From an optimization exercise on the open Yosys and OpenROAD flow, aimed at small area, a short achievable clock period and few clock cycles; shortcuts taken in it are not production practice.
Only simulation tests tie the RTL to the original design; equivalence was not proved.
Power figures rest on the tool's default switching activity, not on a simulated workload.

## gsh_core
module gsh_core (
    input  wire        clk,
    input  wire        rst,           
    input  wire        req_valid,
    output wire        req_ready,
    input  wire        req_we,
    input  wire [18:0] req_addr,
    input  wire [31:0] req_wdata,
    output reg         rsp_valid,
    output wire [31:0] rsp_rdata
);
==> flow/config.mk <==
export PLATFORM = sky130hd
export DESIGN_NAME = gsh_core
export DESIGN_NICKNAME = gsh_core
export VERILOG_FILES = /design/flow/design.v
export SDC_FILE = /design/flow/constraint.sdc
export NUM_CORES = 4
export LEC_CHECK = 0
export ABC_CLOCK_PERIOD_IN_PS = 3000
export CAP_MARGIN = 20
export CORE_MARGIN = 2
export CORE_UTILIZATION = 55
export CTS_BUF_LIST = sky130_fd_sc_hd__clkbuf_4 sky130_fd_sc_hd__clkbuf_8
export PLACE_DENSITY = 0.68
export SETUP_SLACK_MARGIN = 5
export SLEW_MARGIN = 20
export TNS_END_PERCENT = 0
==> flow/constraint.sdc <==
create_clock -name core_clock -period 10.0 [get_ports {clk}]
set_input_delay 2.0000 -clock core_clock [delete_from_list [all_inputs] [get_ports {clk}]]
set_output_delay 2.0000 -clock core_clock [all_outputs]
set_load 0.01 [all_outputs]
standard.sh (not shown) runs the stock make flow with config.mk's settings and CLKGATE_MAP_FILE= SYNTH_SCRIPT=/design/flow/synth_recipe.tcl, a recipe that flattens the netlist after the stock synthesis.
==> flow/flow/run.sh <==
#!/bin/bash
set -euo pipefail
MARGIN=7.2
export BUFFER_PORTS_ARGS="-buffer_cell sky130_fd_sc_hd__buf_4"
sed -e "s/SETUP_SLACK_MARGIN=[0-9.-]*/SETUP_SLACK_MARGIN=${MARGIN}/" standard.sh > standard_margin.sh
grep -q "SETUP_SLACK_MARGIN=${MARGIN}" standard_margin.sh
bash standard_margin.sh > standard_margin.log 2>&1
Testbench counts at the start, summed over its fixed seeds: cycles 15,330.
Change:
--- a/flow/flow/run.sh
+++ b/flow/flow/run.sh
@@ -2,3 +2,3 @@
 set -euo pipefail
-MARGIN=7.2
+MARGIN=6.8
 export BUFFER_PORTS_ARGS="-buffer_cell sky130_fd_sc_hd__buf_4"
- CORE_UTILIZATION: 55 -> 50
- PLACE_DENSITY: 0.68 -> 0.65
- TNS_END_PERCENT: 0 -> not set
What happened:
- cell count rises by 2.8%
- critical path depth is higher by 7
- wire length drops by 1.8%

========
gsh_core again, from the RTL that the note above started with.
// gsh_core
module gsh_core (
    input  wire        clk,
    input  wire        rst,           
    input  wire        req_valid,
    output wire        req_ready,
    input  wire        req_we,
    input  wire [18:0] req_addr,
    input  wire [31:0] req_wdata,
    output reg         rsp_valid,
    output wire [31:0] rsp_rdata
);
Settings: LEC_CHECK=0, ABC_CLOCK_PERIOD_IN_PS=3000, CAP_MARGIN=20, CORE_MARGIN=2, CORE_UTILIZATION=50, CTS_BUF_LIST=sky130_fd_sc_hd__clkbuf_4 sky130_fd_sc_hd__clkbuf_8, PLACE_DENSITY=0.65, SETUP_SLACK_MARGIN=5, SLEW_MARGIN=20, TNS_END_PERCENT=0; clock period 10.0 ns.
==> flow/flow/run.sh <==
#!/bin/bash
set -euo pipefail
MARGIN=7.2
export BUFFER_PORTS_ARGS="-buffer_cell sky130_fd_sc_hd__buf_4"
sed -e "s/SETUP_SLACK_MARGIN=[0-9.-]*/SETUP_SLACK_MARGIN=${MARGIN}/" standard.sh > standard_margin.sh
grep -q "SETUP_SLACK_MARGIN=${MARGIN}" standard_margin.sh
bash standard_margin.sh > standard_margin.log 2>&1
The baseline completed with no timing, DRC or antenna violations.
Testbench counts at the start, summed over its fixed seeds: cycles 15,330.
==> next run, changes <==
--- a/flow/flow/run.sh
+++ b/flow/flow/run.sh
@@ -2,3 +2,3 @@
 set -euo pipefail
-MARGIN=7.2
+MARGIN=6.8
 export BUFFER_PORTS_ARGS="-buffer_cell sky130_fd_sc_hd__buf_4"
CORE_UTILIZATION = 60   (was 50)
PLACE_DENSITY = 0.72   (was 0.65)
TNS_END_PERCENT = default   (was 0)
=> Setup slack gains 0.27 ns; wire length shrinks by a few percent; global-route usage grows by 5.7 points; via count stays flat; total power grows slightly.

## what the ideal ports hide
The results above use ideal ports. As a check the final layouts listed here were re-extracted and re-timed, cells and wires unchanged.
Step 1, drivers: a clkbuf_16 drives clk and a buf_2 each remaining input, both assumed.
Step 2 also shifts input and output timing later by t, the mid clock arrival at the registers, as if the neighbouring blocks saw the same clock.
a / b / c = no drivers / after step 1 / after step 2; a / b = the first two.
| run | shift t [ns] | slack for setup (ns) | clock arrival spread, ns | worst data-port slew with drivers (ns) | pins driven straight from the clock port |
|---|---|---|---|---|---|
| the first run of note 1 | 0.794 | 6.570 / 6.570 / 5.866 | 0.038 / 0.037 | 0.08 | 1 |
| the second run of note 1 | 0.814 | 6.639 / 6.630 / 5.816 | 0.043 / 0.043 | 0.07 | 1 |
| the first run of note 2 | 0.802 | 6.481 / 6.481 / 5.858 | 0.040 / 0.040 | 0.07 | 1 |
| the second run of note 2 | 0.811 | 6.746 / 6.708 / 5.924 | 0.054 / 0.054 | 0.08 | 1 |
After both steps every run listed still meets setup and hold. For the second run of note 1, which loses most, drivers alone change the setup slack by -0.009 ns; drivers and shift together by -0.823 ns.
